This is an optimization exercise on Yosys and OpenROAD, whose aim is small area, not a production implementation.
In this exercise RTL edits were held to simulation tests only and were not proved equivalent to the original.
Power figures rest on the tool's default switching activity, not on a simulated workload.

===== config.mk =====
export PLATFORM = sky130hd
export DESIGN_NAME = fcr_top
export DESIGN_NICKNAME = fcr_top
export VERILOG_FILES = /design/flow/design.v
export SDC_FILE = /design/flow/constraint.sdc
export NUM_CORES = 4
export LEC_CHECK = 0
export CAP_MARGIN = 20
export CORE_MARGIN = 2
export CORE_UTILIZATION = 70
export PLACE_DENSITY = 0.8
export SLEW_MARGIN = 20

===== flow/lcu_ripple.v =====
(* techmap_celltype = "$lcu" *)
module _80_lcu_ripple (P, G, CI, CO);
	parameter WIDTH = 2;

	(* force_downto *)
	input [WIDTH-1:0] P, G;
	input CI;

	(* force_downto *)
	output [WIDTH-1:0] CO;

	integer i;
	(* force_downto *)
	reg [WIDTH-1:0] co;
	reg c;

	wire [1023:0] _TECHMAP_DO_ = "proc; opt -fast";

	always @* begin
		c = CI;
		for (i = 0; i < WIDTH; i = i + 1) begin
			c = G[i] | (P[i] & c);
			co[i] = c;
		end
	end

	assign CO = co;
endmodule

===== design.v =====
module fcr_enc (
    input  wire       clk,
    input  wire       rst,
    input  wire       in_valid,
    input  wire [7:0] in_data,
    output wire       in_ready,
    output reg        err,
    output wire       out_valid,
    output reg  [7:0] out_data,
    output wire       out_last,
    input  wire       out_ready
);
    localparam [3:0] E_IDLE = 4'd0, E_START = 4'd1, E_LEN = 4'd2, E_PAY = 4'd3,
                     E_PESC = 4'd4, E_PDAT = 4'd5, E_CESC = 4'd6, E_CHK = 4'd7,
                     E_END = 4'd8;
    reg [3:0] state;
    reg [7:0] left;
    reg [7:0] sum;           
    reg [7:0] data;
    function needs_esc(input [7:0] b);
        needs_esc = (b == 8'h03) || (b == 8'h10);
    endfunction
    assign in_ready  = (state == E_IDLE) || (state == E_PAY);
    assign out_valid = !in_ready;
    assign out_last  = (state == E_END);
    always @(*) begin
        case (state)
            E_START: out_data = 8'h02;
            E_PESC:  out_data = 8'h10;
            E_PDAT:  out_data = data;
            E_CESC:  out_data = 8'h10;
            E_END:   out_data = 8'h03;
            default: out_data = sum;
        endcase
    end
    always @(posedge clk) begin
        if (rst) begin
            state <= E_IDLE;
            err   <= 1'b0;
        end else begin
            err <= 1'b0;
            case (state)
                E_IDLE:
                    if (in_valid) begin
                        if (in_data == 8'd0)
                            err <= 1'b1;
                        else
                            state <= E_START;
                    end
                E_START:
                    if (out_ready) state <= E_LEN;
                E_LEN:
                    if (out_ready) state <= E_PAY;
                E_PAY:
                    if (in_valid) state <= needs_esc(in_data) ? E_PESC : E_PDAT;
                E_PESC:
                    if (out_ready) state <= E_PDAT;
                E_PDAT:
                    if (out_ready) begin
                        if (left == 8'd0)
                            state <= needs_esc(sum) ? E_CESC : E_CHK;
                        else
                            state <= E_PAY;
                    end
                E_CESC:
                    if (out_ready) state <= E_CHK;
                E_CHK:
                    if (out_ready) state <= E_END;
                E_END:
                    if (out_ready) state <= E_IDLE;
                default:
                    state <= E_IDLE;
            endcase
        end
    end
    wire take_pay = (state == E_PAY) && in_valid;
    always @(posedge clk) begin
        left <= (state == E_IDLE) ? in_data : left - {7'd0, take_pay};
        sum  <= (state == E_IDLE) ? in_data : sum + (take_pay ? in_data : 8'd0);
        if (take_pay)
            data <= in_data;
    end
endmodule
module fcr_rx_chan (
    input  wire        clk,
    input  wire        rst,
    input  wire        rd_start,
    input  wire [15:0] rd_natt,
    input  wire [15:0] rd_explen,
    input  wire        rx_valid,
    input  wire [7:0]  rx_data,
    input  wire        rx_empty,
    output wire        rx_ready,
    output reg         pl_valid,
    output wire [7:0]  pl_data,
    output reg         pl_clear,
    output wire        done,
    output wire        rc_frame,
    output wire [1:0]  dstat,
    output wire [9:0]  dlen,
    output wire [9:0]  raw_cnt,
    output wire        f_lenerr,
    output wire        f_ovf,
    output wire        f_resync,
    output wire [7:0]  d_len,
    output wire [7:0]  d_chk
);
    localparam [7:0] START_MARKER = 8'h02;
    localparam [7:0] END_MARKER   = 8'h03;
    localparam [7:0] ESCAPE       = 8'h10;
    reg [1:0]  st;
    reg [9:0]  cnt;          
    reg        esc;          
    reg        started;      
    reg [15:0] att;          
    reg [9:0]  explen;       
    reg        explen_hi;    
    reg        fo, fr;
    reg [9:0]  n;            
    reg [7:0]  sum;          
    reg [7:0]  p1, p2, p3;   
    reg [7:0]  lenb;         
    wire active = (st == 2'b01);
    assign rx_ready = active;
    assign done     = st[1];
    wire start      = rd_start && !active;
    wire take_byte  = active && rx_valid;
    wire take_empty = active && !rx_valid && rx_empty;
    wire b_start = (rx_data == START_MARKER);
    wire b_end   = (rx_data == END_MARKER);
    wire b_esc   = (rx_data == ESCAPE);
    wire is_resync = b_start && (cnt != 10'd0) && !started;
    wire is_ovf    = cnt[9] && cnt[1] && cnt[0];
    wire restart   = is_resync || is_ovf;
    wire k0        = restart || (cnt == 10'd0);
    wire started_k = k0 ? b_start : started;
    wire cls_len   = !k0 && (cnt == 10'd1) && started;
    wire cls_start = k0 && b_start;
    wire plain     = !cls_len && !cls_start && !(esc && !restart);
    wire cls_esc   = plain && b_esc;
    wire cls_end   = plain && b_end;
    wire app       = take_byte && !cls_esc;        
    wire tr        = take_byte && restart;         
    wire [9:0] nk  = restart ? 10'd0 : n;
    wire [9:0]  cnt_inc = cnt + {9'd0, take_byte};
    wire [9:0]  n_inc   = n + {9'd0, app};
    wire [15:0] att_dec = att - {15'd0, take_empty};
    always @(posedge clk) begin
        if (rst) begin
            st       <= 2'b00;
            pl_valid <= 1'b0;
            pl_clear <= 1'b0;
        end else begin
            pl_valid <= app && started_k && (nk >= 10'd4);
            pl_clear <= start || (take_byte && is_ovf && !is_resync);
            if (start)
                st <= (rd_natt == 16'd0) ? 2'b10 : 2'b01;
            else if (take_byte && cls_end)
                st <= 2'b11;
            else if (take_empty && att == 16'd1)
                st <= 2'b10;
        end
    end
    always @(posedge clk) begin
        cnt <= start ? 10'd0 : tr ? 10'd1 : cnt_inc;
        n   <= start ? 10'd0 : tr ? {9'd0, app} : n_inc;
        att <= start ? rd_natt : att_dec;
        fo  <= !start && (fo || (take_byte && is_ovf && !is_resync));
        fr  <= !start && (fr || (take_byte && is_resync));
        p3  <= p2;
        sum <= (app && nk < 10'd3) ? 8'd0 : sum + (app ? p2 : 8'd0);
    end
    always @(posedge clk) begin
        if (start) begin
            esc       <= 1'b0;
            explen    <= rd_explen[9:0];
            explen_hi <= |rd_explen[15:10];
        end else if (take_byte) begin
            started <= started_k;
            esc     <= cls_esc;
            if (!cls_esc) begin
                p1 <= rx_data;
                p2 <= p1;
                if (nk == 10'd1)
                    lenb <= rx_data;
            end
        end
    end
    wire short = (n < 10'd5);
    wire ok    = !short && started && st[0] && (sum == p2);
    assign pl_data  = p3;
    assign rc_frame = st[0];
    assign dstat    = short ? 2'd1 : (!started || !st[0]) ? 2'd3 : (sum != p2) ? 2'd2 : 2'd0;
    assign dlen     = ok ? n : 10'd0;
    assign raw_cnt  = cnt;
    assign f_lenerr = st[0] && (explen_hi || (cnt != explen));
    assign f_ovf    = fo;
    assign f_resync = fr;
    assign d_len    = ok ? lenb : 8'd0;
    assign d_chk    = ok ? p2 : 8'd0;
endmodule
module fcr_top (
    input  wire        clk,
    input  wire        rst,
    input  wire        enc_valid,
    input  wire [7:0]  enc_data,
    output wire        enc_ready,
    output wire        enc_err,
    output wire        wire_valid,
    output wire [7:0]  wire_data,
    output wire        wire_last,
    input  wire        wire_ready,
    input  wire [15:0] rd_natt,
    input  wire [15:0] rd_explen,
    input  wire [3:0]  rd_start,
    input  wire [3:0]  rx_valid,
    input  wire [31:0] rx_data,
    input  wire [3:0]  rx_empty,
    output wire [3:0]  rx_ready,
    output wire [3:0]  pl_valid,
    output wire [31:0] pl_data,
    output wire [3:0]  pl_clear,
    output wire [3:0]  rx_done,
    output wire [3:0]  rc_frame,
    output wire [7:0]  dstat,
    output wire [39:0] dlen,
    output wire [39:0] raw_cnt,
    output wire [3:0]  f_lenerr,
    output wire [3:0]  f_ovf,
    output wire [3:0]  f_resync,
    output wire [31:0] d_len,
    output wire [31:0] d_chk
);
    localparam N_CH = 4;
    fcr_enc u_enc (
        .clk       (clk),
        .rst       (rst),
        .in_valid  (enc_valid),
        .in_data   (enc_data),
        .in_ready  (enc_ready),
        .err       (enc_err),
        .out_valid (wire_valid),
        .out_data  (wire_data),
        .out_last  (wire_last),
        .out_ready (wire_ready)
    );
    genvar c;
    generate
        for (c = 0; c < N_CH; c = c + 1) begin : g_ch
            fcr_rx_chan u_ch (
                .clk      (clk),
                .rst      (rst),
                .rd_start (rd_start[c]),
                .rd_natt  (rd_natt),
                .rd_explen  (rd_explen),
                .rx_valid (rx_valid[c]),
                .rx_data  (rx_data[8*c +: 8]),
                .rx_empty (rx_empty[c]),
                .rx_ready (rx_ready[c]),
                .pl_valid (pl_valid[c]),
                .pl_data  (pl_data[8*c +: 8]),
                .pl_clear (pl_clear[c]),
                .done     (rx_done[c]),
                .rc_frame (rc_frame[c]),
                .dstat    (dstat[2*c +: 2]),
                .dlen     (dlen[10*c +: 10]),
                .raw_cnt  (raw_cnt[10*c +: 10]),
                .f_lenerr   (f_lenerr[c]),
                .f_ovf    (f_ovf[c]),
                .f_resync (f_resync[c]),
                .d_len    (d_len[8*c +: 8]),
                .d_chk    (d_chk[8*c +: 8])
            );
        end
    endgenerate
endmodule

===== flow/my_synth.tcl =====
# The standard synthesis (synth_recipe.tcl), with ABC's technology mapping
# run from an area-oriented script (flow/area.abc) instead of ORFS's speed script.
proc abc {args} {
  set i [lsearch -exact $args -script]
  if {$i >= 0} { lset args [expr {$i + 1}] $::env(MY_ABC_SCRIPT) }
  yosys abc {*}$args
}
source $::env(FLOW_SYNTH_TCL)

===== flow/run.sh =====
#!/bin/bash
# Standard ORFS layout, with: the standard flow's synthesis but an area-oriented ABC script
# (with deep resynthesis), ripple-carry adders (flow/lcu_ripple.v) in place of
# Kogge-Stone and no full/half-adder cell extraction (left to ABC),
# smaller port buffers, a sparser clock tree with no dummy loads.
set -euo pipefail
cd "$(dirname "$0")/.."
W=$(pwd)
export FLOW_SYNTH_TCL=$W/synth_recipe.tcl
export MY_ABC_SCRIPT=$W/flow/area.abc
export SYNTH_OPERATIONS_ARGS="-extra-map $W/flow/lcu_ripple.v"
export ADDER_MAP_FILE=
sed "s#SYNTH_SCRIPT=[^ ]*synth_recipe.tcl#SYNTH_SCRIPT=$W/flow/my_synth.tcl#" standard.sh > my_standard.sh
grep -q "SYNTH_SCRIPT=$W/flow/my_synth.tcl" my_standard.sh
export BUFFER_PORTS_ARGS="-buffer_cell sky130_fd_sc_hd__buf_1"
export CTS_ARGS="-sink_clustering_enable -repair_clock_nets -dont_use_dummy_load -buf_list sky130_fd_sc_hd__clkbuf_4 -sink_clustering_size 10 -sink_clustering_max_diameter 40"
bash my_standard.sh > standard_make.log 2>&1
cp -r orfs/logs flow_logs 2>/dev/null || true

===== constraint.sdc =====
create_clock -name core_clock -period 7.0 [get_ports {clk}]
set_input_delay 1.4000 -clock core_clock [delete_from_list [all_inputs] [get_ports {clk}]]
set_output_delay 1.4000 -clock core_clock [all_outputs]
set_load 0.01 [all_outputs]

===== flow/area.abc =====
strash
&get -n
&st
&deepsyn -T 120
&dch -f
&nf -R 1000 -p
&put
mfs2
&get -n
&st
&dch -f
&nf -R 1000 -p
&put

===== standard.sh =====
#!/bin/bash
# synth_recipe.tcl (not shown) runs the flow's synth.tcl, then flattens the netlist and writes it again
# the make line also repeats each setting of config.mk as NAME=value (left out here)
make -C /OpenROAD-flow-scripts/flow DESIGN_CONFIG=/design/flow/config.mk WORK_HOME=/design/flow/orfs CLKGATE_MAP_FILE= SYNTH_SCRIPT=/design/flow/synth_recipe.tcl "${@:-finish}"

==> results of run 1 <==
[cells in the mapped netlist, types with 3 or more instances]
library cell	count	area share (%)
o32ai_1	4	0.21
edfxtp_1	152	27
nand2_1	118	2.6
and2_0	38	1.4
nand4b_1	4	0.21
mux2i_1	11	0.65
o211ai_1	13	0.58
o21a_1	7	0.31
nand3_1	47	1.4
a21oi_1	109	3.2
nor3b_1	5	0.22
a21o_1	7	0.31
nand3b_1	7	0.31
nor3_1	93	2.8
nor4b_1	6	0.31
o31ai_1	4	0.18
o21ai_0	70	2.1
dfxtp_1	257	31
a31oi_1	11	0.41
nor4_1	35	1.3
nand4_1	9	0.33
and3_1	107	4.0
o21bai_1	5	0.22
a22o_1	35	1.8
clkinv_1	62	1.4
a221oi_1	7	0.36
o221ai_1	4	0.21
or2_0	10	0.37
a211oi_1	10	0.45
or4_1	9	0.40
o22a_1	6	0.31
a32o_1	3	0.18
a222oi_1	3	0.18
xor2_1	26	1.4
maj3_1	5	0.30
nand2b_1	15	0.56
o22ai_1	28	1.0
buf_4	32	1.4
xnor2_1	57	3.0
nor2_1	161	3.6
or3_1	19	0.71
nor2b_1	15	0.56
[worst register-to-register path: stages (launching register included)]
cell and delay [ns]:
dfxtp_1 0.55, clkinv_1 0.18, nor2_1 0.27, nand3b_1 0.19, or3_1 0.39, or3_1 0.36, or2_0 0.30, or3_1 0.37
or2_0 0.27, nor4_1 0.55, nand2_1 0.16, nor2_1 0.21, a211oi_1 0.08, a21oi_1 0.11
[flip-flops by register name, indices dropped and copies added (netlist names), 8 cells and up]
register and flops:
u_enc.sum 8, g_ch.u_ch.att 64, g_ch.u_ch.cnt 40, u_enc.left 8
g_ch.u_ch.sum 32, g_ch.u_ch.explen 40, g_ch.u_ch.p2 32, u_enc.data 8
g_ch.u_ch.lenb 32, g_ch.u_ch.n 40, g_ch.u_ch.p1 32, g_ch.u_ch.p3 32
g_ch.u_ch.st 8
[stage by stage]
stage	setup slack (ns)	power [mW]	utilization [%]	hold WS [ns]
2_1_floorplan	1.89	3.14	-	0.377
3_3_place_gp	1.78	3.31	77.8	0.400
3_5_place_dp	1.63	3.33	77.8	0.400
4_1_cts	2.32	4.34	79.4	0.419
5_1_grt	2.21	4.52	79.5	0.437
6_report	2.44	4.34	79.5	0.417
[area by class of cell]
type                       count  area (sq um)
timing repair buffer         328          1280
tap                          319           399
fill                        1595          4830
antenna                        1          2.50
inverter                      62           233
sequential                   409          9710
multi-input combinational   1144          6710
clock buffer                  50           375
[where the power goes]
| part | internal (mW) | total, mW | switching (mW) |
|---|---|---|---|
| logic | 0.194 | 0.517 | 0.323 |
| registers | 2.63 | 2.78 | 0.145 |
| clock network | 0.328 | 1.05 | 0.721 |
[layer usage]
layer | track usage (%) | share of wire, % | wire length (microns)
met1 | 42.9 | 41 | 17200
met2 | 50.7 | 47 | 19600
met3 | 4.12 | 7.7 | 3190
met4 | 12.1 | 3.6 | 1500
met5 | 0 | 0 | 0
[cells by family (layout without fill, tap and decap cells)]
family	after synthesis	count (layout)	share of synthesized area [%]
fa+ha+maj	5	5	0.297
mux	11	11	0.654
buf+inv	94	440	2.81
other cells	0	1	0
flops	409	409	57.7
simple gates	702	702	21.3
xor+xnor	83	83	4.32
compound gates	343	343	13.0
[worst min-delay path by stage]
| stage | depth (start not counted) | slack, ns | to |
|---|---|---|---|
| 2_1_floorplan | 0 | 0.38 | g_ch[0].u_ch.p3[0] |
| 3_3_place_gp | 0 | 0.40 | g_ch[2].u_ch.p2[0] |
| 3_5_place_dp | 0 | 0.40 | g_ch[3].u_ch.p3[7] |
| 4_1_cts | 0 | 0.42 | g_ch[0].u_ch.p2[2] |
| 5_1_grt | 0 | 0.44 | g_ch[2].u_ch.p2[3] |
| 6_report | 0 | 0.42 | g_ch[0].u_ch.p2[2] |
==> metrics.md, run 1 <==
| Metric | Value |
|---|---|
| Layout cell share with drive strength beyond 1 | `approximately 3.7%` |
| Num CTS Buffers | `50` |
| Crit path buf inv count | `2` |
| Peak supply drop | `202 uV` |
| Final setup violation count | `0` |
| WL per Instance | `approximately 18 microns` |
| Worst setup path start | `g_ch[3].u_ch.p2[7]` |
| Largest net degree at the start of global routing | `28` |
| Non-Filler Instances | `around 2.3k` |
| Critical path's top delay family | `simple AND/OR/NAND/NOR gates` |
| Mean Syn Cell Area | `10.2 sq um` |
| Final worst-path cycle share | `between 60% and 70%` |
| Post-DR vias/cell | `approximately 6.1` |
| Synth Flop Type | `dfxtp_1` |
| Startpoint Class | `flop` |
| Register-to-Register Setup Slack | `roughly 2.9 ns` |
| Max_cap viols | `0` |
| Levels on crit path | `6` |
| Clk_skew | `0.0704 ns` |
| Grt total ovfl | `0` |
| # DRC | `0` |
| Hold WC Path Type | `flop to flop` |
| CP max FO | `14` |
| CTS tree | `built` |
| Row count | `56` |
| Post-synth ARST share | `0%` |
| PortBufs | `around 320` |
| Setup_tns | `0 ns` |
| Drt total wl | `41400 microns` |
| Max clock buf depth | `3` |
| GRT Overall Usage | `between 30% and 40%` |
| Slew Limit Fails | `0` |
| Mapped Nets | `1735` |
| RSZ-0062 raised after global routing | `false` |
| Hold Startpoint | `g_ch[0].u_ch.p1[2]` |
| Detailed Routing Iterations Pass 1 | `5` |
| H-tree Lvls | `2` |
| Worst Max-Slew Pin Slew | `approximately 1.2 ns` |
| Slew Limit Headroom | `20.8%` |
| CP cell instances | `xor2_1 > or3_1 > nor4_2 > buf_4 > and3_1 > buf_1` |
| I/O pins | `between 300 and 400` |
| Worst R2R End | `g_ch[0].u_ch.att[15]` |
| Dpl hpwl | `29600 microns` |
| PD cells | `232 nW/um^2` |
| Root Driver | `clkbuf_4` |
| Leading cell type in the layout, fill and taps excluded | `buf_1` |
| Post-route ant nets | `0` |
| DRT iter0 DRCs | `1163` |
| # nets final | `around 2.1k` |
| Fmax | `roughly 220 MHz` |
| Core Region | `~24000 sq um` |
| Static leakage | `about 6.9 nW` |
| Hold Vio Cnt, Final | `0` |
| Setup bufs post-CTS | `0` |
| Starting utilization of the core area | `71.5%` |
| WS Path Type | `flop to primary output` |
| Inst Count DP | `~2.3k` |
| Initial antenna violation count | `1` |
| Crit-path max cell delay | `0.75 ns` |
| Die width | `159 microns` |
| Cell variety after synth | `58` |
| Cells resized by post-CTS repair | `0` |
| Cells after synthesis | `approximately 1.6k` |
| Worst-path clk slew | `0.11 ns` |
| YS warnings | `2` |
| Reg-to-reg startpoint | `g_ch[0].u_ch.st[0]` |
| Commonest non-fill, non-tap cells in the layout | `315 x buf_1, 257 x dfxtp_1, 161 x nor2_1` |
| Skew-Pair Late Insertion Delay | `slightly above 0.7 ns` |
| Slowest cell on crit path | `nor4_2` |
| Placer Congestion | `0.917` |
| #FFs+latches synth | `409` |
| Area delta synth->final | `11.1%` |
| CP arrival | `around 3.2 ns` |
| Die ar. | `about 25000 sq um` |
| Cell area after synthesis | `about 17000 sq um` |
| CP Capture Type | `primary output` |
| Final instance area | `around 19000 sq um` |
| Status | `timing/DRC/antenna clean` |
| Placed Instance Area | `between 15000 and 20000 sq um` |
| Crit path required time | `5.60 ns` |
| Post-synthesis sequential area ratio | `57.7%` |
| Vias in the first global route | `about 13k` |
| Global-route wire length before repair | `65200 microns` |
| Crit path capture | `d_len[29]` |
| Post-synth EDFFs | `roughly 150` |
| Post-layout min period | `around 4.6 ns` |
| Clk sinks | `~400` |
| Die H | `about 160 microns` |
| Vias | `14.2k` |
| Worst R2R Path Depth | `13` |
| Hold-fix buffers at CTS | `0` |
==> run 2: changes to the inputs <==
==> flow/area.abc (replaced) <==
strash
&get -n
&st
&deepsyn -T 120
&dch -f
&nf -R 1000 -p -a
&put
mfs3 -a
&get -n
&st
&dch -f
&nf -R 1000 -p -a
&put
--- a/config.mk
+++ b/config.mk
@@ -6,7 +6,7 @@
 export NUM_CORES = 4
 export LEC_CHECK = 0
-export CAP_MARGIN = 20
+export CAP_MARGIN = 0
 export CORE_MARGIN = 2
-export CORE_UTILIZATION = 70
-export PLACE_DENSITY = 0.8
-export SLEW_MARGIN = 20
+export CORE_UTILIZATION = 75
+export PLACE_DENSITY = 0.85
+export SLEW_MARGIN = 0
==> metrics.md, run 2 <==
| Metric | Value |
|---|---|
| Status | `timing/DRC/antenna clean` |
| Vias | `14.3k (+0.89%)` |
| Worst Max-Slew Pin Slew | `1.24 ns (+0.0551 ns)` |
| Switching share of power | `26.9% (-0.45 points)` |
| Commonest non-fill, non-tap cells in the layout | `315 x buf_1, 257 x dfxtp_1, 175 x nor2_1` |
| Post-synth ARST share | `0% (unchanged)` |
| Die H | `154 microns (-3.4%)` |
| Crit path required time | `7.31 ns (+1.71 ns)` |
| Post-synthesis sequential area ratio | `57.8% (+0.086 points)` |
| Slowest cell on crit path | `nor3b_1` |
| Cells after synthesis | `1650 (+0.18%)` |
| Cell mode on critical path | `nand2_1` |
| Hold WC Path Type | `flop to flop` |
| Post-synth EDFFs | `152 (unchanged)` |
| Static leakage | `6.79 nW (-1.0%)` |
| I/O pins | `316 (unchanged)` |
| Synth area leader | `dfxtp_1` |
| Skew-Pair Late Insertion Delay | `0.72 ns (about the same)` |
| Fmax | `207 MHz (-5.8%)` |
| Slew Limit Headroom | `17.1% (-3.7 points)` |
| Starting utilization of the core area | `76.8% (+5.3 points)` |
| WS Path Type | `input port to flop` |
| Routed length on met2 | `20200 microns (+3.1%)` |
| Die width | `154 microns (-3.4%)` |
| Final setup violation count | `0 (unchanged)` |
| Final Util | `85.0% (+5.6 points)` |
| Worst-path clk slew | `0.10 ns (about the same)` |
| Number of flip-flops in the largest register | `64 (unchanged)` |
| Synth top area share | `30.6% (+0.045 points)` |
| Hold Vio Cnt, Final | `0 (unchanged)` |
| Worst R2R End | `g_ch[0].u_ch.lenb[3]` |
| Commonest cells post-synth | `257 x dfxtp_1, 175 x nor2_1, 152 x edfxtp_1, 111 x nand2_1, 105 x and3_1` |
| PD cells | `232 nW/um^2 (-0.21%)` |
| PortBufs | `315 (unchanged)` |
| Post-layout min period | `4.84 ns (+0.279 ns)` |
| Layout cell share with drive strength beyond 1 | `3.41% (-0.31 points)` |
| Crit-path max cell delay | `1.06 ns (+0.31 ns)` |
| Post-route ant nets | `0 (unchanged)` |
| Hold Path End | `g_ch[0].u_ch.p2[3]` |
| CP cell instances | `buf_1 > or3_1 > nor3_1 > a41o_1 > clkinv_1 > and3_1 > nand2_1 > nand2_1 > nor3b_1` |
| Max_cap viols | `0 (unchanged)` |
| Leading cell type in the layout, fill and taps excluded | `buf_1` |
| Row count | `54 (-3.6%)` |
| YS warnings | `2 (unchanged)` |
| Sequential Power Share | `64.3% (+0.4 points)` |
| # nets final | `2087 (+0.19%)` |
| Clk_skew | `0.0589 ns (-0.0115 ns)` |
| Largest net degree at the start of global routing | `28 (unchanged)` |
| Most common cell in the netlist | `dfxtp_1` |
| Grt total ovfl | `0 (unchanged)` |
| Register-to-Register Setup Slack | `2.18 ns (-0.76 ns)` |
| Synth Flop Type | `dfxtp_1` |
| CP arrival | `5.15 ns (+1.99 ns)` |
| CP max FO | `20 (+6)` |
| Root Driver | `clkbuf_4` |
| Metal-1 WL | `16000 microns (-6.8%)` |
| CP Capture Type | `flop` |
| Core Region | `21900 sq um (-7.0%)` |
| Int Pwr | `3.15 mW (-0.12%)` |
| Dpl hpwl | `30100 microns (+1.6%)` |
| Switch Pwr | `1.16 mW (-2.4%)` |
| Global-route wire length before repair | `65900 microns (+1.1%)` |
| Critical path's top delay family | `simple AND/OR/NAND/NOR gates` |
| Drt total wl | `41600 microns (+0.39%)` |
| Wire length on met3 | `3860 microns (+21%)` |
| Setup bufs post-CTS | `0 (unchanged)` |
| WL per Instance | `18.2 microns (+1.9%)` |
| Worst R2R Path Depth | `7 (-6)` |
| # DRC | `0 (unchanged)` |
| Highest metal used | `met4` |
| Cell area after synthesis | `16800 sq um (-0.15%)` |
| Cell variety after synth | `57 (-1.7%)` |
| Mean Syn Cell Area | `10.2 sq um (-0.33%)` |
| Final worst-path cycle share | `69.1% (+4.0 points)` |
| Vias in the first global route | `13.4k (+1.4%)` |
| RSZ-0062 raised after global routing | `false` |
| Most flop-heavy register | `g_ch.u_ch.att` |
| Initial antenna violation count | `2 (+1)` |
| CTS tree | `built` |
| Comb power frac | `11.8% (about the same)` |
| Clk sinks | `409 (unchanged)` |
| Num CTS Buffers | `50 (unchanged)` |
| Slew Limit Fails | `0 (unchanged)` |
| Detailed Routing Iterations Pass 1 | `7 (+2)` |
| Clock share of power | `23.9% (-0.3 points)` |
| Area delta synth->final | `10.7%` |
| Crit path buf inv count | `2 (unchanged)` |
| Hold-fix buffers at CTS | `0 (unchanged)` |
| Max clock buf depth | `3 (unchanged)` |
| Placer Congestion | `0.876 (-4.4%)` |
| Cells resized by post-CTS repair | `0 (unchanged)` |
| Setup_tns | `0 ns (unchanged)` |
| Peak supply drop | `191 uV (-5.4%)` |
| DRT iter0 DRCs | `1141 (-1.9%)` |
| Startpoint Class | `input port` |
| WHS Path Cells | `0 (unchanged)` |
| Reg-to-reg startpoint | `g_ch[0].u_ch.st[0]` |
| Post-DR vias/cell | `6.27 (+2.4%)` |
| #FFs+latches synth | `409 (unchanged)` |
| H-tree Lvls | `2 (unchanged)` |
| Hold Startpoint | `g_ch[0].u_ch.p1[3]` |
| Mapped Nets | `1738 (+0.17%)` |
| Top cells by area, synth | `dfxtp_1 31%, edfxtp_1 27%, and3_1 3.9%` |
| GRT Overall Usage | `34.1% (+2.9 points)` |
| Die ar. | `23600 sq um (-6.6%)` |
[run 2: cell count changes after synthesis, moves of 10 or more]
cell | previous run | this run
o21ai_0 | 70 | 92
xnor2_1 | 57 | 40
nor2_1 | 161 | 175
a22o_1 | 35 | 20
nand3_1 | 47 | 37
xor2_1 | 26 | 39
nor3_1 | 93 | 82
[run 2: logic make-up (layout without fill, tap and decap cells)]
logic type                 Yosys count  after routing  share of synthesized area [%]
muxes                                6              6                          0.357
buffers and inverters               89            436                           2.70
and+or+nand+nor                    701            701                           21.3
xor gates and xnor gates            79             79                           4.12
other                                0              2                              0
adders and majority gates            1              1                         0.0595
AOI/OAI and AO/OA                  365            365                           13.7
DFF                                409            409                           57.8
[run 2: how the worst max path moves through the flow]
| stage | from | end | slack [ns] | depth (start not counted) |
|---|---|---|---|---|
| final | rx_data[3] | g_ch[0].u_ch.lenb[3] | 2.16 | 9 |
| after global routing | rx_data[3] | g_ch[0].u_ch.lenb[1] | 1.89 | 9 |
| after CTS | rx_data[3] | g_ch[0].u_ch.lenb[5] | 2.23 | 9 |
| after detailed placement | rx_data[3] | g_ch[0].u_ch.lenb[5] | 1.55 | 9 |
| after global placement | rx_data[19] | g_ch[2].u_ch.lenb[2] | 1.75 | 9 |
| after floorplan | rx_data[11] | g_ch[1].u_ch.lenb[0] | 1.50 | 12 |
[run 2: layout make-up]
cell class	count	area (sq um)
sequential	409	9710
multi-input combinational	1152	6670
inverter	57	214
fill	1331	3280
clock buffer	50	375
timing repair buffer	329	1290
antenna	2	5.00
tap	280	350
[run 2: power groups by stage]
| stage | Sequential [mW] | Clock [mW] | Combinational, mW |
|---|---|---|---|
| final | 2.77 | 1.03 | 0.508 |
| after global routing | 2.79 | 1.13 | 0.560 |
| after CTS | 2.77 | 1.04 | 0.501 |
| after detailed placement | 2.82 | 0 | 0.498 |
| after global placement | 2.81 | 0 | 0.478 |
| after floorplan | 2.78 | 0 | 0.346 |
[run 2: worst register-to-register path: stages, from the launching register on]
cell and delay [ns]:
dfxtp_1 0.53, nor2b_1 0.29, nand2b_1 0.83, clkinv_1 0.98, a31oi_1 0.45, o21ai_1 0.15, nor2b_1 0.21, nor3b_1 1.02
[run 2: per-layer routing]
metal  up-vias  global-route usage [%]
met3       121                    4.20
met2       802                    57.1
met1      6615                    45.2
met5         -                       0
li1       6750                       -
met4         0                    14.8
[run 2: per-stage QoR]
stage / worst slack, ns / area [sq um] / power, mW / std cells / hold slack, ns
2_1_floorplan: 1.50 / 16800 / 3.13 / 1650 / 0.377
3_3_place_gp: 1.75 / 18200 / 3.29 / 2227 / 0.401
3_5_place_dp: 1.55 / 18200 / 3.32 / 2227 / 0.405
4_1_cts: 2.23 / 18600 / 4.31 / 2277 / 0.411
5_1_grt: 1.89 / 18600 / 4.49 / 2279 / 0.410
6_report: 2.16 / 18600 / 4.31 / 2279 / 0.410
==> run 3: changes to the inputs <==
--- a/design.v
+++ b/design.v
@@ -121,7 +121,8 @@
     reg [7:0]  p1, p2, p3;   
     reg [7:0]  lenb;         
-    wire active = (st == 2'b01);
+    wire att_zero = (att == 16'd0);
+    wire active = (st == 2'b01) && !att_zero;
     assign rx_ready = active;
-    assign done     = st[1];
+    assign done     = st[1] || (st[0] && att_zero);
     wire start      = rd_start && !active;
     wire take_byte  = active && rx_valid;
@@ -155,9 +156,7 @@
             pl_clear <= start || (take_byte && is_ovf && !is_resync);
             if (start)
-                st <= (rd_natt == 16'd0) ? 2'b10 : 2'b01;
+                st <= 2'b01;
             else if (take_byte && cls_end)
                 st <= 2'b11;
-            else if (take_empty && att == 16'd1)
-                st <= 2'b10;
         end
     end
@@ -188,11 +187,11 @@
     end
     wire short = (n < 10'd5);
-    wire ok    = !short && started && st[0] && (sum == p2);
+    wire ok    = !short && started && st[1] && (sum == p2);
     assign pl_data  = p3;
-    assign rc_frame = st[0];
-    assign dstat    = short ? 2'd1 : (!started || !st[0]) ? 2'd3 : (sum != p2) ? 2'd2 : 2'd0;
+    assign rc_frame = st[1];
+    assign dstat    = short ? 2'd1 : (!started || !st[1]) ? 2'd3 : (sum != p2) ? 2'd2 : 2'd0;
     assign dlen     = ok ? n : 10'd0;
     assign raw_cnt  = cnt;
-    assign f_lenerr = st[0] && (explen_hi || (cnt != explen));
+    assign f_lenerr = st[1] && (explen_hi || (cnt != explen));
     assign f_ovf    = fo;
     assign f_resync = fr;
==> metrics.md, run 3 <==
| Metric | Value |
|---|---|
| Final Util | `84.5% (-0.56 points)` |
| Area delta synth->final | `10.7% (about the same)` |
| # nets final | `2085 (-0.096%)` |
| Slew Limit Fails | `0 (unchanged)` |
| Startpoint Class | `flop` |
| Max_cap viols | `0 (unchanged)` |
| #FFs+latches synth | `409 (unchanged)` |
| Crit path required time | `7.32 ns (about the same)` |
| Grt total ovfl | `0 (unchanged)` |
| PD cells | `232 nW/um^2 (+0.22%)` |
| Final worst-path cycle share | `73.3% (+4.2 points)` |
| Synth Flop Type | `dfxtp_1` |
| Drt total wl | `40400 microns (-2.8%)` |
| Status | `timing/DRC/antenna clean` |
| Detailed Routing Iterations Pass 1 | `7 (unchanged)` |
| Die ar. | `23400 sq um (-0.92%)` |
| Most flop-heavy register | `g_ch.u_ch.att` |
| Synth area leader | `dfxtp_1` |
| Post-DR vias/cell | `6.18 (-1.4%)` |
| Row count | `54 (unchanged)` |
| # DRC | `0 (unchanged)` |
| Number of flip-flops in the largest register | `64 (unchanged)` |
| Largest net degree at the start of global routing | `31 (+11%)` |
| Setup bufs post-CTS | `0 (unchanged)` |
| Mean Syn Cell Area | `10.1 sq um (-1.0%)` |
| H-tree Lvls | `2 (unchanged)` |
| Cells after synthesis | `1651 (+0.061%)` |
| CP arrival | `5.45 ns (+0.30 ns)` |
| Mapped Nets | `1739 (+0.058%)` |
| FILL cells | `1295 (-2.7%)` |
| WHS Path Cells | `0 (unchanged)` |
| Dpl hpwl | `29100 microns (-3.5%)` |
| Cell variety after synth | `56 (-1.8%)` |
| Post-route ant nets | `0 (unchanged)` |
| Slew Limit Headroom | `17.0% (-0.15 points)` |
| Cell area after synthesis | `16700 sq um (-0.95%)` |
| Vias in the first global route | `13.0k (-3.0%)` |
| Top cells by area, synth | `dfxtp_1 31%, edfxtp_1 27%, nor2_1 4.2%` |
| Initial antenna violation count | `2 (unchanged)` |
| Die H | `153 microns (-0.46%)` |
| Hold WC Path Type | `flop to flop` |
| Synth top area share | `30.9% (+0.29 points)` |
| Final setup violation count | `0 (unchanged)` |
| Leading cell type in the layout, fill and taps excluded | `buf_1` |
| Post-layout min period | `5.13 ns (+0.293 ns)` |
| Layout cell share with drive strength beyond 1 | `3.26% (-0.15 points)` |
| Die width | `153 microns (-0.46%)` |
| Clk sinks | `409 (unchanged)` |
| Final worst slack | `1.87 ns (-0.293 ns)` |
| Cells resized by post-CTS repair | `0 (unchanged)` |
| Most common cell in the netlist | `dfxtp_1` |
| WL per Instance | `17.8 microns (-2.7%)` |
| CP Capture Type | `flop` |
| Global-route wire length before repair | `63400 microns (-3.8%)` |
| Worst Max-Slew Pin Slew | `1.24 ns (-0.00451 ns)` |
| Clk_skew | `0.0474 ns (-0.0115 ns)` |
| Peak supply drop | `197 uV (+2.8%)` |
| DRT iter0 DRCs | `1180 (+3.4%)` |
| Fmax | `195 MHz (-5.7%)` |
| Commonest non-fill, non-tap cells in the layout | `315 x buf_1, 257 x dfxtp_1, 188 x nor2_1` |
| Num CTS Buffers | `49 (-2.0%)` |
| RSZ-0062 raised after global routing | `false` |
| Worst-path clk slew | `0.11 ns (about the same)` |
| Hold Vio Cnt, Final | `0 (unchanged)` |
| Root Driver | `clkbuf_4` |
| Post-synth EDFFs | `152 (unchanged)` |
| YS warnings | `2 (unchanged)` |
| CP max FO | `21 (+5.0%)` |
| Max clock buf depth | `3 (unchanged)` |
| Static leakage | `6.92 nW (+2.0%)` |
| CTS tree | `built` |
| Starting utilization of the core area | `76.3% (-0.49 points)` |
| Commonest cells post-synth | `257 x dfxtp_1, 188 x nor2_1, 152 x edfxtp_1, 141 x nand2_1, 109 x a21oi_1` |
| Worst R2R Path Depth | `13 (+6)` |
| Skew-Pair Late Insertion Delay | `0.71 ns (about the same)` |
| Post-place setup slack | `1.60 ns (+0.0499 ns)` |
| Post-synthesis sequential area ratio | `58.3% (+0.55 points)` |
| WS Path Type | `flop to flop` |
| PortBufs | `315 (unchanged)` |
| Placer Congestion | `0.872 (-0.48%)` |
| Hold-fix buffers at CTS | `0 (unchanged)` |
| Vias | `14.1k (-1.5%)` |
| Setup_tns | `0 ns (unchanged)` |
| Core Region | `21800 sq um (-0.31%)` |
| I/O pins | `316 (unchanged)` |
| GRT Overall Usage | `33.1% (-0.95 points)` |
| Post-synth ARST share | `0% (unchanged)` |
-- run 3: final cells by class --
| cell class | instances | area, sq um | share of cell area, % |
|---|---|---|---|
| multi-input cells | 1159 | 6540 | 35.5 |
| diodes | 2 | 5.00 | 0.0271 |
| clock buffers | 49 | 368 | 2.00 |
| inverters | 51 | 191 | 1.04 |
| well taps | 280 | 350 | 1.90 |
| repair buffers | 327 | 1270 | 6.90 |
| flip-flops and latches | 409 | 9710 | 52.7 |
-- run 3: path summary, 6_finish.rpt --
kind,startpoint,to,slack [ns]
worst max-delay path,g_ch[1].u_ch.att[8],g_ch[1].u_ch.lenb[3],1.87
worst min-delay path,g_ch[0].u_ch.p1[1],g_ch[0].u_ch.p2[1],0.39
worst max register to register,g_ch[1].u_ch.att[8],g_ch[1].u_ch.lenb[3],1.87
worst min register to register,g_ch[0].u_ch.p1[1],g_ch[0].u_ch.p2[1],0.39
-- run 3: kinds of logic (layout without fill, tap and decap cells) --
logic type	count (synthesis)	in the layout	share of synthesized area, %
flops	409	409	58.3
buf+inv	83	427	2.59
mux	7	7	0.421
xor+xnor	80	80	4.21
fa+ha+maj	6	6	0.361
other cells	0	2	0
simple gates	725	725	21.4
compound gates	341	341	12.7
-- run 3: routing by layer --
layer  global-route usage, %  share of wire (%)  wire length (microns)  vias up
li1                        -                  -                      -     6695
met1                    44.7                 40                  16200     6587
met2                    55.5                 48                  19500      665
met3                    4.56                8.4                   3400      128
met4                    11.8                3.4                   1360        0
met5                       0                  0                      0        -
-- run 3: worst max-delay path, stage by stage (launching register included) --
cell	delay, ns
dfxtp_1	0.33
or4_1	0.53
nor4_1	0.21
a31o_1	0.19
nand2b_1	0.16
clkinv_1	0.09
nand2_1	0.17
clkinv_1	0.25
nand2_1	0.36
clkinv_1	0.68
and3_1	0.53
nand3_1	0.11
nand2_1	0.22
nor3_1	0.90
-- run 3: report_power, final --
part | switching, mW | total [mW] | internal [mW]
clock | 0.707 | 1.03 | 0.322
sequential | 0.135 | 2.76 | 2.63
combinational | 0.303 | 0.489 | 0.187
-- run 3: per-stage QoR --
stage	power (mW)	cell area (sq um)	std cells	hold WS (ns)
detailed placement	3.29	18100	2226	0.405
CTS	4.28	18400	2275	0.385
floorplan	3.11	16700	1651	0.377
finish	4.28	18400	2277	0.392
global route	4.45	18400	2277	0.395
global placement	3.26	18100	2226	0.401
==> run 4: changes to the inputs <==
--- a/config.mk
+++ b/config.mk
@@ -6,7 +6,7 @@
 export NUM_CORES = 4
 export LEC_CHECK = 0
-export CAP_MARGIN = 0
+export CAP_MARGIN = 20
 export CORE_MARGIN = 2
-export CORE_UTILIZATION = 75
-export PLACE_DENSITY = 0.85
-export SLEW_MARGIN = 0
+export CORE_UTILIZATION = 70
+export PLACE_DENSITY = 0.8
+export SLEW_MARGIN = 20
==> metrics.md, run 4 <==
| Metric | Value |
|---|---|
| Crit-path max cell delay | `0.65 ns (-0.25 ns)` |
| Final setup violation count | `0 (unchanged)` |
| Commonest cells post-synth | `257 x dfxtp_1, 188 x nor2_1, 152 x edfxtp_1, 141 x nand2_1, 109 x a21oi_1` |
| CP cell instances | `or4_1 > nor4_1 > a31o_1 > nand2b_1 > clkinv_1 > nand2_1 > clkinv_1 > nand2_1 > clkinv_1 > and3_1 > nand3_1 > nand2_1 > nor3_2` |
| Metal-1 WL | `16400 microns (+1.3%)` |
| Dpl hpwl | `28700 microns (-1.4%)` |
| Clock share of power | `24.4% (+0.4 points)` |
| CP max FO | `21 (unchanged)` |
| Sequential Power Share | `64.3% (-0.2 points)` |
| H-tree Lvls | `2 (unchanged)` |
| Detailed Routing Iterations Pass 1 | `8 (+1)` |
| Mapped Nets | `1739 (unchanged)` |
| Num CTS Buffers | `50 (+2.0%)` |
| Slowest cell on crit path | `clkinv_1` |
| Switch Pwr | `1.15 mW (+0.65%)` |
| Wire length on met3 | `3140 microns (-7.7%)` |
| Non-Filler Instances | `2317 (+1.8%)` |
| Die width | `158 microns (+3.4%)` |
| Routed length on met2 | `18800 microns (-3.4%)` |
| Row count | `56 (+3.7%)` |
| Final worst-path cycle share | `66.9% (-6.4 points)` |
| Largest net degree at the start of global routing | `32 (+3.2%)` |
| Core Region | `23400 sq um (+7.2%)` |
| Vias | `13.6k (-3.3%)` |
| Worst R2R End | `g_ch[1].u_ch.lenb[3]` |
| Commonest non-fill, non-tap cells in the layout | `315 x buf_1, 257 x dfxtp_1, 188 x nor2_1` |
| Initial antenna violation count | `2 (unchanged)` |
| Mean Syn Cell Area | `10.1 sq um (unchanged)` |
| Clk_skew | `0.0743 ns (+0.0269 ns)` |
| Setup_tns | `0 ns (unchanged)` |
| Critical path's top delay family | `simple AND/OR/NAND/NOR gates` |
| Comb power frac | `11.4% (about the same)` |
| Skew-Pair Late Insertion Delay | `0.72 ns (about the same)` |
| GRT Overall Usage | `30.7% (-2.4 points)` |
| WS Path Type | `flop to flop` |
| Vias in the first global route | `12.2k (-5.5%)` |
| WHS Path Cells | `0 (unchanged)` |
| DRT iter0 DRCs | `1161 (-1.6%)` |
| CP Capture Type | `flop` |
| Most flop-heavy register | `g_ch.u_ch.att` |
| Highest metal used | `met4` |
| I/O pins | `316 (unchanged)` |
| YS warnings | `2 (unchanged)` |
| PD cells | `232 nW/um^2 (-0.16%)` |
| Post-synthesis sequential area ratio | `58.3% (unchanged)` |
| Starting utilization of the core area | `71.2% (-5.1 points)` |
| Setup bufs post-CTS | `0 (unchanged)` |
| Cell variety after synth | `56 (unchanged)` |
| Most common cell in the netlist | `dfxtp_1` |
| Int Pwr | `3.14 mW (+0.22%)` |
| Post-synth EDFFs | `152 (unchanged)` |
| Inst Count DP | `2265 (+1.8%)` |
| Slew Limit Headroom | `30.7% (+14 points)` |
| Post-route ant nets | `0 (unchanged)` |
| Max clock buf depth | `3 (unchanged)` |
| Die H | `158 microns (+3.4%)` |
| # DRC | `0 (unchanged)` |
| Post-DR vias/cell | `5.87 (-5.0%)` |
| Cell area after synthesis | `16700 sq um (unchanged)` |
| Hold-fix buffers at CTS | `0 (unchanged)` |
| Synth Flop Type | `dfxtp_1` |
| Grt total ovfl | `0 (unchanged)` |
| Cells resized by post-CTS repair | `0 (unchanged)` |
| CP arrival | `5.00 ns (-0.45 ns)` |
| Multi-input logic area | `6570 sq um (+0.54%)` |
| Root Driver | `clkbuf_4` |
| Cells after synthesis | `1651 (unchanged)` |
| CTS tree | `built` |
| Crit path required time | `7.32 ns (about the same)` |
| Area delta synth->final | `11.2%` |
| Peak supply drop | `182 uV (-7.4%)` |
| Number of flip-flops in the largest register | `64 (unchanged)` |
| Pwr Total | `4.29 mW (+0.34%)` |
| Drt total wl | `39500 microns (-2.2%)` |
| Switching share of power | `26.8% (+0.085 points)` |
| Max_cap viols | `0 (unchanged)` |
| Fmax | `214 MHz (+9.6%)` |
| Hold Path End | `g_ch[2].u_ch.p2[5]` |
| Register-to-Register Setup Slack | `2.32 ns (+0.45 ns)` |
| Static leakage | `6.93 nW (+0.17%)` |
| FILL cells | `1673 (+29%)` |
| Synth area leader | `dfxtp_1` |
| Leading cell type in the layout, fill and taps excluded | `buf_1` |
| Die ar. | `25000 sq um (+7.0%)` |
| # nets final | `2086 (+0.048%)` |
| PortBufs | `315 (unchanged)` |
| Hold WC Path Type | `flop to flop` |
| Post-layout min period | `4.68 ns (-0.451 ns)` |
| Hold Startpoint | `g_ch[2].u_ch.p1[5]` |
| #FFs+latches synth | `409 (unchanged)` |
| Global-route wire length before repair | `61100 microns (-3.6%)` |
| Top cells by area, synth | `dfxtp_1 31%, edfxtp_1 27%, nor2_1 4.2%` |
| Startpoint Class | `flop` |
| WL per Instance | `17.1 microns (-3.9%)` |
| Worst-path clk slew | `0.10 ns (about the same)` |
| Synth top area share | `30.9% (unchanged)` |
| Status | `timing/DRC/antenna clean` |
| RSZ-0062 raised after global routing | `false` |
| Placer Congestion | `0.905 (+3.8%)` |
| Post-synth ARST share | `0% (unchanged)` |
| Worst Max-Slew Pin Slew | `1.04 ns (-0.200 ns)` |
| Register area | `9710 sq um (unchanged)` |
| Worst R2R Path Depth | `13 (unchanged)` |
| Crit path buf inv count | `3 (unchanged)` |
| Layout cell share with drive strength beyond 1 | `3.66% (+0.40 points)` |
| Reg-to-reg startpoint | `g_ch[1].u_ch.att[13]` |
| Clk sinks | `409 (unchanged)` |
| Hold Vio Cnt, Final | `0 (unchanged)` |
| Slew Limit Fails | `0 (unchanged)` |
## run 4: worst max path at each step
stage,startpoint,endpoint,slack [ns],depth (start not counted)
after floorplan,rx_valid[0],g_ch[0].u_ch.att[14],2.52,12
after CTS,g_ch[1].u_ch.att[13],g_ch[1].u_ch.lenb[3],1.97,13
after detailed placement,rx_data[13],g_ch[1].u_ch.lenb[7],1.62,11
final,g_ch[1].u_ch.att[13],g_ch[1].u_ch.lenb[3],2.32,13
after global placement,rx_data[13],g_ch[1].u_ch.lenb[6],1.86,11
after global routing,g_ch[1].u_ch.att[8],g_ch[1].u_ch.lenb[6],1.91,13
## run 4: through the flow
step                utilization (%)  cell area (sq um)  hold WS, ns  worst slack (ns)
floorplan                         -              16700        0.377              2.52
global placement               77.4              18100        0.400              1.86
detailed placement             77.4              18100        0.405              1.62
CTS                            79.0              18500        0.420              1.97
global route                   79.1              18500        0.427              1.91
finish                         79.2              18500        0.417              2.32
## run 4: kinds of logic after synthesis
kind of cell / share of synthesized area [%]
and+or+nand+nor: 21.4
DFF: 58.3
AOI/OAI and AO/OA: 12.7
buffers and inverters: 2.59
xor gates and xnor gates: 4.21
muxes: 0.421
adders and majority gates: 0.361
## run 4: power groups by stage
stage	combinational [mW]	clock [mW]	sequential [mW]
6_report	0.489	1.05	2.76
4_1_cts	0.485	1.06	2.75
3_3_place_gp	0.461	0	2.80
3_5_place_dp	0.483	0	2.81
2_1_floorplan	0.329	0	2.78
5_1_grt	0.546	1.15	2.78
## run 4: layer usage
layer  vias up  global-route usage, %
met5         -                      0
met3        99                   5.23
met1      6296                   41.9
li1       6681                      -
met4         0                   10.8
met2       532                   50.0
## run 4: layout make-up
type | instances | area share [%]
sequential | 409 | 52.4
clock buffer | 50 | 2.03
timing repair buffer | 327 | 6.87
antenna | 2 | 0.0270
tap | 319 | 2.15
multi-input combinational | 1159 | 35.5
inverter | 51 | 1.03
==> run 5: changes to the inputs <==
--- a/design.v
+++ b/design.v
@@ -115,5 +115,4 @@
     reg [15:0] att;          
     reg [9:0]  explen;       
-    reg        explen_hi;    
     reg        fo, fr;
     reg [9:0]  n;            
@@ -138,5 +137,5 @@
     wire cls_len   = !k0 && (cnt == 10'd1) && started;
     wire cls_start = k0 && b_start;
-    wire plain     = !cls_len && !cls_start && !(esc && !restart);
+    wire plain     = !cls_len && !cls_start && !(esc && !k0);
     wire cls_esc   = plain && b_esc;
     wire cls_end   = plain && b_end;
@@ -172,7 +171,5 @@
     always @(posedge clk) begin
         if (start) begin
-            esc       <= 1'b0;
-            explen    <= rd_explen[9:0];
-            explen_hi <= |rd_explen[15:10];
+            explen    <= {rd_explen[9:8] | {2{|rd_explen[15:10]}}, rd_explen[7:0]};
         end else if (take_byte) begin
             started <= started_k;
@@ -193,5 +190,5 @@
     assign dlen     = ok ? n : 10'd0;
     assign raw_cnt  = cnt;
-    assign f_lenerr = st[1] && (explen_hi || (cnt != explen));
+    assign f_lenerr = st[1] && (cnt != explen);
     assign f_ovf    = fo;
     assign f_resync = fr;
--- a/config.mk
+++ b/config.mk
@@ -6,7 +6,7 @@
 export NUM_CORES = 4
 export LEC_CHECK = 0
-export CAP_MARGIN = 20
+export CAP_MARGIN = 0
 export CORE_MARGIN = 2
-export CORE_UTILIZATION = 70
-export PLACE_DENSITY = 0.8
-export SLEW_MARGIN = 20
+export CORE_UTILIZATION = 75
+export PLACE_DENSITY = 0.85
+export SLEW_MARGIN = 0
==> metrics.md, run 5 <==
| Metric | Value |
|---|---|
| Status | `timing/DRC/antenna clean` |
| I/O pins | `316 (unchanged)` |
| Hold-fix buffers at CTS | `0 (unchanged)` |
| Row count | `54 (-3.6%)` |
| Layout cell share with drive strength beyond 1 | `3.08% (-0.58 points)` |
| Hold Vio Cnt, Final | `0 (unchanged)` |
| Simple-gate area share of the yosys netlist | `21.5% (+0.10 points)` |
| Final worst-path cycle share | `72.6% (+5.8 points)` |
| Die width | `153 microns (-3.6%)` |
| Post-DR vias/cell | `6.15 (+4.6%)` |
| Post-synth EDFFs | `152 (unchanged)` |
| WHS Path Cells | `0 (unchanged)` |
| Crit path required time | `7.33 ns (about the same)` |
| Global-route wire length before repair | `63600 microns (+4.1%)` |
| Most flop-heavy register | `g_ch.u_ch.att` |
| Worst Max-Slew Pin Slew | `1.27 ns (+0.234 ns)` |
| Static leakage | `6.87 nW (-0.87%)` |
| Post-route ant nets | `0 (unchanged)` |
| Detailed Routing Iterations Pass 1 | `6 (-2)` |
| Cell area after synthesis | `16600 sq um (-0.59%)` |
| GRT Overall Usage | `33.3% (+2.6 points)` |
| Setup_tns | `0 ns (unchanged)` |
| #FFs+latches synth | `405 (-0.98%)` |
| Skew-Pair Late Insertion Delay | `0.71 ns (about the same)` |
| WL per Instance | `17.8 microns (+4.1%)` |
| Root Driver | `clkbuf_4` |
| Proportion of synthesized area in mux cells | `0.189% (-0.23 points)` |
| Synth Area in Adders | `0.726% (+0.36 points)` |
| Drt total wl | `40200 microns (+1.7%)` |
| Largest family of logic cells by synthesized area | `simple AND/OR/NAND/NOR gates` |
| Clk_skew | `0.0652 ns (-0.00907 ns)` |
| Dpl hpwl | `29300 microns (+2.0%)` |
| Max clock buf depth | `3 (unchanged)` |
| Area delta synth->final | `10.6%` |
| CP Capture Type | `flop` |
| Vias in the first global route | `13.0k (+6.0%)` |
| DRT iter0 DRCs | `1164 (+0.26%)` |
| Worst R2R Path Depth | `13 (unchanged)` |
| Top cells by area, synth | `dfxtp_1 31%, edfxtp_1 28%, and3_1 4.3%` |
| Synth top area share | `30.6% (-0.30 points)` |
| Number of flip-flops in the largest register | `64 (unchanged)` |
| # nets final | `2073 (-0.62%)` |
| Slew Limit Headroom | `14.6% (-16 points)` |
| Slew Limit Fails | `0 (unchanged)` |
| FILL cells | `1346 (-20%)` |
| Post-synthesis sequential area ratio | `58.2% (-0.14 points)` |
| Cells after synthesis | `1643 (-0.48%)` |
| Post-synth ARST share | `0% (unchanged)` |
| Post-layout min period | `5.08 ns (+0.403 ns)` |
| Final Util | `84.2% (+5.0 points)` |
| CTS tree | `built` |
| Compound-Gate Fraction of Synth Area | `12.2% (-0.57 points)` |
| Register-to-Register Setup Slack | `1.92 ns (-0.40 ns)` |
| Final setup violation count | `0 (unchanged)` |
| WS Path Type | `flop to flop` |
| # DRC | `0 (unchanged)` |
| Commonest cells post-synth | `253 x dfxtp_1, 171 x nor2_1, 152 x edfxtp_1, 142 x nand2_1, 122 x a21oi_1` |
| Multi-input logic area | `6500 sq um (-1.1%)` |
| Num CTS Buffers | `48 (-4.0%)` |
| Initial antenna violation count | `1 (-1)` |
| YS warnings | `2 (unchanged)` |
| Synth Flop Type | `dfxtp_1` |
| Grt total ovfl | `0 (unchanged)` |
| H-tree Lvls | `2 (unchanged)` |
| Post-synthesis xor/xnor area fraction | `4.50% (+0.29 points)` |
| CP max FO | `19 (-9.5%)` |
| Placer Congestion | `0.868 (-4.1%)` |
| Vias | `13.9k (+2.3%)` |
| CP arrival | `5.41 ns (+0.41 ns)` |
| RSZ-0062 raised after global routing | `false` |
| PortBufs | `315 (unchanged)` |
| Hold WC Path Type | `flop to flop` |
| Register area | `9630 sq um (-0.82%)` |
| Fmax | `197 MHz (-7.9%)` |
| Leading cell type in the layout, fill and taps excluded | `buf_1` |
| Cells resized by post-CTS repair | `0 (unchanged)` |
| Setup bufs post-CTS | `0 (unchanged)` |
| Max_cap viols | `0 (unchanged)` |
| Clk sinks | `405 (-0.98%)` |
| Startpoint Class | `flop` |
| Die ar. | `23300 sq um (-7.0%)` |
| Starting utilization of the core area | `76.1% (+4.9 points)` |
| Core Region | `21800 sq um (-7.0%)` |
| Commonest non-fill, non-tap cells in the layout | `315 x buf_1, 253 x dfxtp_1, 171 x nor2_1` |
| Peak supply drop | `198 uV (+9.0%)` |
| Mean Syn Cell Area | `10.1 sq um (-0.11%)` |
| Largest net degree at the start of global routing | `28 (-13%)` |
| Cell variety after synth | `54 (-3.6%)` |
| Worst-path clk slew | `0.10 ns (about the same)` |
| Mapped Nets | `1731 (-0.46%)` |
| Die H | `153 microns (-3.6%)` |
| PD cells | `231 nW/um^2 (-0.48%)` |
| Synth area leader | `dfxtp_1` |
| Most common cell in the netlist | `dfxtp_1` |
run 5: routing by layer:
layer	up-vias	routed length (microns)	global-route usage, %	part of all wire, %
li1	6610	-	-	-
met1	6503	15900	44.0	40
met2	688	19500	56.0	49
met3	114	3380	4.78	8.4
met4	0	1390	13.4	3.5
met5	-	0	0	0
run 5: where the power goes:
group	leakage (nW)	total (mW)	internal, mW	switching (mW)
Clock	0.221	1.02	0.316	0.701
Combinational	3.17	0.482	0.183	0.299
Sequential	3.48	2.72	2.60	0.128
Total	6.87	4.22	3.09	1.13
run 5: final timing paths:
check                           start                    to
setup reg to reg  g_ch[3].u_ch.att[0]  g_ch[3].u_ch.lenb[6]
hold / removal     g_ch[0].u_ch.p1[0]    g_ch[0].u_ch.p2[0]
setup / recovery  g_ch[3].u_ch.att[0]  g_ch[3].u_ch.lenb[6]
hold reg to reg    g_ch[0].u_ch.p1[0]    g_ch[0].u_ch.p2[0]
run 5: logic make-up after synthesis:
group	count (synthesis)
AOI/OAI and AO/OA	335
DFF	405
and+or+nand+nor	713
xor gates and xnor gates	85
buffers and inverters	90
adders and majority gates	12
muxes	3
run 5: metrics by stage:
| stage | area (sq um) | std cells | hold WS (ns) | worst slack (ns) | total power, mW |
|---|---|---|---|---|---|
| 2_1_floorplan | 16600 | 1643 | 0.381 | 2.44 | 3.07 |
| 3_3_place_gp | 17900 | 2215 | 0.400 | 1.63 | 3.21 |
| 3_5_place_dp | 17900 | 2215 | 0.405 | 1.34 | 3.25 |
| 4_1_cts | 18300 | 2263 | 0.404 | 1.93 | 4.22 |
| 5_1_grt | 18300 | 2264 | 0.400 | 1.45 | 4.39 |
| 6_report | 18300 | 2264 | 0.406 | 1.92 | 4.22 |
run 5: area by class of cell:
cell class	count	share of cell area [%]
clock buffers	48	1.97
diodes	1	0.0137
inverters	58	1.19
repair buffers	324	6.83
flip-flops and latches	405	52.6
multi-input cells	1148	35.5
well taps	280	1.91
run 5: worst max-delay path, cell delays in order (launching register included):
cell and delay (ns):
dfxtp_1 0.34, nor4_1 0.37, nand3_1 0.12, o21bai_1 0.26, nand2b_1 0.24, clkinv_1 0.11, nand2_1 0.20, clkinv_1 0.23
nand2b_1 0.39, clkinv_1 0.68, and3_1 0.51, nor2_1 0.12, nor2_1 0.15, nor3_1 0.97
==> run 6: changes to the inputs <==
--- a/config.mk
+++ b/config.mk
@@ -8,5 +8,5 @@
 export CAP_MARGIN = 0
 export CORE_MARGIN = 2
-export CORE_UTILIZATION = 75
-export PLACE_DENSITY = 0.85
+export CORE_UTILIZATION = 78
+export PLACE_DENSITY = 0.88
 export SLEW_MARGIN = 0
==> metrics.md, run 6 <==
| Metric | Value |
|---|---|
| Cell mode on critical path | `clkinv_1` |
| Mapped Nets | `1731 (unchanged)` |
| Fmax | `183 MHz (-7.0%)` |
| Num CTS Buffers | `49 (+2.1%)` |
| Dpl hpwl | `29700 microns (+1.5%)` |
| Detailed Routing Iterations Pass 1 | `6 (unchanged)` |
| Post-route ant nets | `0 (unchanged)` |
| Final instance area | `18300 sq um (about the same)` |
| FILL cells | `1129 (-16%)` |
| Max_cap viols | `0 (unchanged)` |
| Drt total wl | `41600 microns (+3.4%)` |
| Skew-Pair Late Insertion Delay | `0.71 ns (about the same)` |
| Critical path's top delay family | `simple AND/OR/NAND/NOR gates` |
| Setup_tns | `0 ns (unchanged)` |
| Die H | `150 microns (-1.9%)` |
| Final setup violation count | `0 (unchanged)` |
| Commonest cells post-synth | `253 x dfxtp_1, 171 x nor2_1, 152 x edfxtp_1, 142 x nand2_1, 122 x a21oi_1` |
| Placer Congestion | `0.903 (+4.1%)` |
| Grt total ovfl | `0 (unchanged)` |
| CP Capture Type | `flop` |
| Crit-path max cell delay | `1.10 ns (+0.13 ns)` |
| DRT iter0 DRCs | `1171 (+0.60%)` |
| # DRC | `0 (unchanged)` |
| Placed Instance Area | `17900 sq um (about the same)` |
| Vias in the first global route | `13.2k (+1.4%)` |
| Clk sinks | `405 (unchanged)` |
| RSZ-0062 raised after global routing | `false` |
| Top cells by area, synth | `dfxtp_1 31%, edfxtp_1 28%, and3_1 4.3%` |
| Startpoint Class | `flop` |
| Root Driver | `clkbuf_4` |
| WL per Instance | `18.4 microns (+3.5%)` |
| Global-route wire length before repair | `64700 microns (+1.8%)` |
| Worst Max-Slew Pin Slew | `1.34 ns (+0.0691 ns)` |
| Slowest cell on crit path | `nor3_1` |
| Cells after synthesis | `1643 (unchanged)` |
| Most common cell in the netlist | `dfxtp_1` |
| Initial antenna violation count | `1 (unchanged)` |
| CP cell instances | `nor4_1 > nand3_1 > o21bai_1 > nand2b_1 > clkinv_1 > nand2_1 > clkinv_1 > nand2b_1 > clkinv_1 > and3_1 > nor2_1 > nor2_1 > nor3_1` |
| Most flop-heavy register | `g_ch.u_ch.att` |
| Starting utilization of the core area | `79.0% (+2.9 points)` |
| Final worst-path cycle share | `78.1% (+5.5 points)` |
| Crit path required time | `7.26 ns (-0.07 ns)` |
| Synth top area share | `30.6% (unchanged)` |
| I/O pins | `316 (unchanged)` |
| Slew Limit Headroom | `9.99% (-4.6 points)` |
| H-tree Lvls | `2 (unchanged)` |
| Multi-input logic area | `6490 sq um (about the same)` |
| Static leakage | `6.87 nW (about the same)` |
| Vias | `14.1k (+1.5%)` |
| Core Region | `21000 sq um (-3.7%)` |
| Cell variety after synth | `54 (unchanged)` |
| CP arrival | `5.73 ns (+0.32 ns)` |
| Row count | `53 (-1.9%)` |
| CTS tree | `built` |
| CP max FO | `19 (unchanged)` |
| Cells resized by post-CTS repair | `0 (unchanged)` |
| #FFs+latches synth | `405 (unchanged)` |
| Cell area after synthesis | `16600 sq um (unchanged)` |
| Leading cell type in the layout, fill and taps excluded | `buf_1` |
| Synth Flop Type | `dfxtp_1` |
| YS warnings | `2 (unchanged)` |
| Max clock buf depth | `3 (unchanged)` |
| Number of flip-flops in the largest register | `64 (unchanged)` |
| Slew Limit Fails | `0 (unchanged)` |
| Crit path buf inv count | `3 (unchanged)` |
| Register area | `9630 sq um (unchanged)` |
| PD cells | `232 nW/um^2 (+0.60%)` |
| PortBufs | `315 (unchanged)` |
| Die width | `150 microns (-1.9%)` |
| Clk_skew | `0.0739 ns (+0.00868 ns)` |
| Die ar. | `22400 sq um (-3.7%)` |
| Post-synth EDFFs | `152 (unchanged)` |
| Mean Syn Cell Area | `10.1 sq um (unchanged)` |
| Worst-path clk slew | `0.11 ns (about the same)` |
| Post-synth ARST share | `0% (unchanged)` |
| WS Path Type | `flop to flop` |
| Synth area leader | `dfxtp_1` |
| Hold WC Path Type | `flop to flop` |
| Layout cell share with drive strength beyond 1 | `3.13% (+0.049 points)` |
| Area delta synth->final | `10.6% (about the same)` |
| Hold-fix buffers at CTS | `0 (unchanged)` |
| # nets final | `2074 (+0.048%)` |
| Commonest non-fill, non-tap cells in the layout | `315 x buf_1, 253 x dfxtp_1, 171 x nor2_1` |
| Post-layout min period | `5.47 ns (+0.385 ns)` |
| Setup bufs post-CTS | `0 (unchanged)` |
| GRT Overall Usage | `36.2% (+2.9 points)` |
| Largest net degree at the start of global routing | `28 (unchanged)` |
| Post-DR vias/cell | `6.25 (+1.7%)` |
| Peak supply drop | `177 uV (-11%)` |
| Post-synthesis sequential area ratio | `58.2% (unchanged)` |
| Register-to-Register Setup Slack | `1.53 ns (-0.39 ns)` |
| Hold Vio Cnt, Final | `0 (unchanged)` |
| Status | `timing/DRC/antenna clean` |
## run 6: cell counts after synthesis
No cell type changed its count.
## run 6: worst paths after layout
check                                          from                    to  cells after the start
worst min-delay path             g_ch[1].u_ch.p1[1]    g_ch[1].u_ch.p2[1]                      0
worst min register to register   g_ch[1].u_ch.p1[1]    g_ch[1].u_ch.p2[1]                      0
worst max register to register  g_ch[3].u_ch.att[0]  g_ch[3].u_ch.lenb[1]                     13
worst max-delay path            g_ch[3].u_ch.att[0]  g_ch[3].u_ch.lenb[1]                     13
## run 6: final cells by class
class                      count  area share, %
sequential                   405           52.6
timing repair buffer         324           6.83
tap                          275           1.88
multi-input combinational   1148           35.5
clock buffer                  49           2.01
antenna                        1         0.0137
inverter                      58           1.19
## run 6: worst reg2reg max path, delay by kind of cell, from the launching register on
family          cells  cell delay, ns
buf+inv             3            1.05
simple gates        9            3.34
flops               1            0.33
compound gates      1            0.30
## run 6: through the flow
stage	total power, mW	setup WS, ns	util (%)	hold slack [ns]	instances
floorplan	3.07	2.44	-	0.381	1643
global placement	3.21	1.71	85.6	0.401	2210
detailed placement	3.25	1.34	85.6	0.405	2210
CTS	4.23	1.67	87.3	0.397	2259
global route	4.40	1.27	87.3	0.392	2260
finish	4.25	1.53	87.3	0.389	2260
## run 6: cells by family (layout without fill, tap and decap cells)
group,Yosys count,after routing,synth area share [%]
AND/OR/NAND/NOR,713,713,21.5
flip-flops,405,405,58.2
AO/OA/AOI/OAI,335,335,12.2
buffers and inverters,90,431,2.77
XOR/XNOR,85,85,4.50
adder cells (fa/ha/maj),12,12,0.726
multiplexers,3,3,0.189
other,0,1,0
## run 6: power breakdown
group          internal [mW]  switching, mW  total (mW)
Sequential              2.60          0.131        2.73
Combinational          0.183          0.304       0.486
Clock                  0.322          0.711        1.03
## run 6: routing by layer
metal | routed length, microns | vias to the layer above | track usage (%)
li1 | - | 6621 | -
met1 | 15800 | 6584 | 47.7
met2 | 20300 | 761 | 60.9
met3 | 3820 | 157 | 5.40
met4 | 1660 | 0 | 14.3
met5 | 0 | - | 0

separate check: timing with driven ports:
The results above use ideal ports. As a check the final layouts listed here were re-extracted and re-timed, cells and wires unchanged.
Step 1 assumes that a clkbuf_16 drives the clock port and a buf_2 every other input.
Step 2 adds t to the input delays and takes it off the output delays; t is the mean of the earliest and latest rising clock arrival at the registers after step 1. Input paths then give back, and output paths get back, about the clock's delay inside the block.
Slacks: ideal ports / drivers / drivers and shift; pairs: ideal ports / drivers.
| run | t (ns) | slack for setup (ns) | worst slew at a driven data input, ns | cell pins on the clock port's net |
|---|---|---|---|---|
| run 1 | 0.720 | 2.440 / 2.397 / 1.934 | 0.05 | 1 |
| run 2 | 0.732 | 2.161 / 2.176 / 1.454 | 0.07 | 1 |
| run 3 | 0.734 | 1.869 / 1.869 / 1.562 | 0.08 | 1 |
| run 4 | 0.730 | 2.319 / 2.319 / 1.977 | 0.08 | 1 |
| run 5 | 0.723 | 1.916 / 1.916 / 1.292 | 0.06 | 1 |
| run 6 | 0.713 | 1.531 / 1.531 / 1.045 | 0.06 | 1 |
After both steps setup and hold are still met in every run listed. For run 2, which loses most, drivers alone change the setup slack by +0.015 ns; drivers and shift together by -0.707 ns.
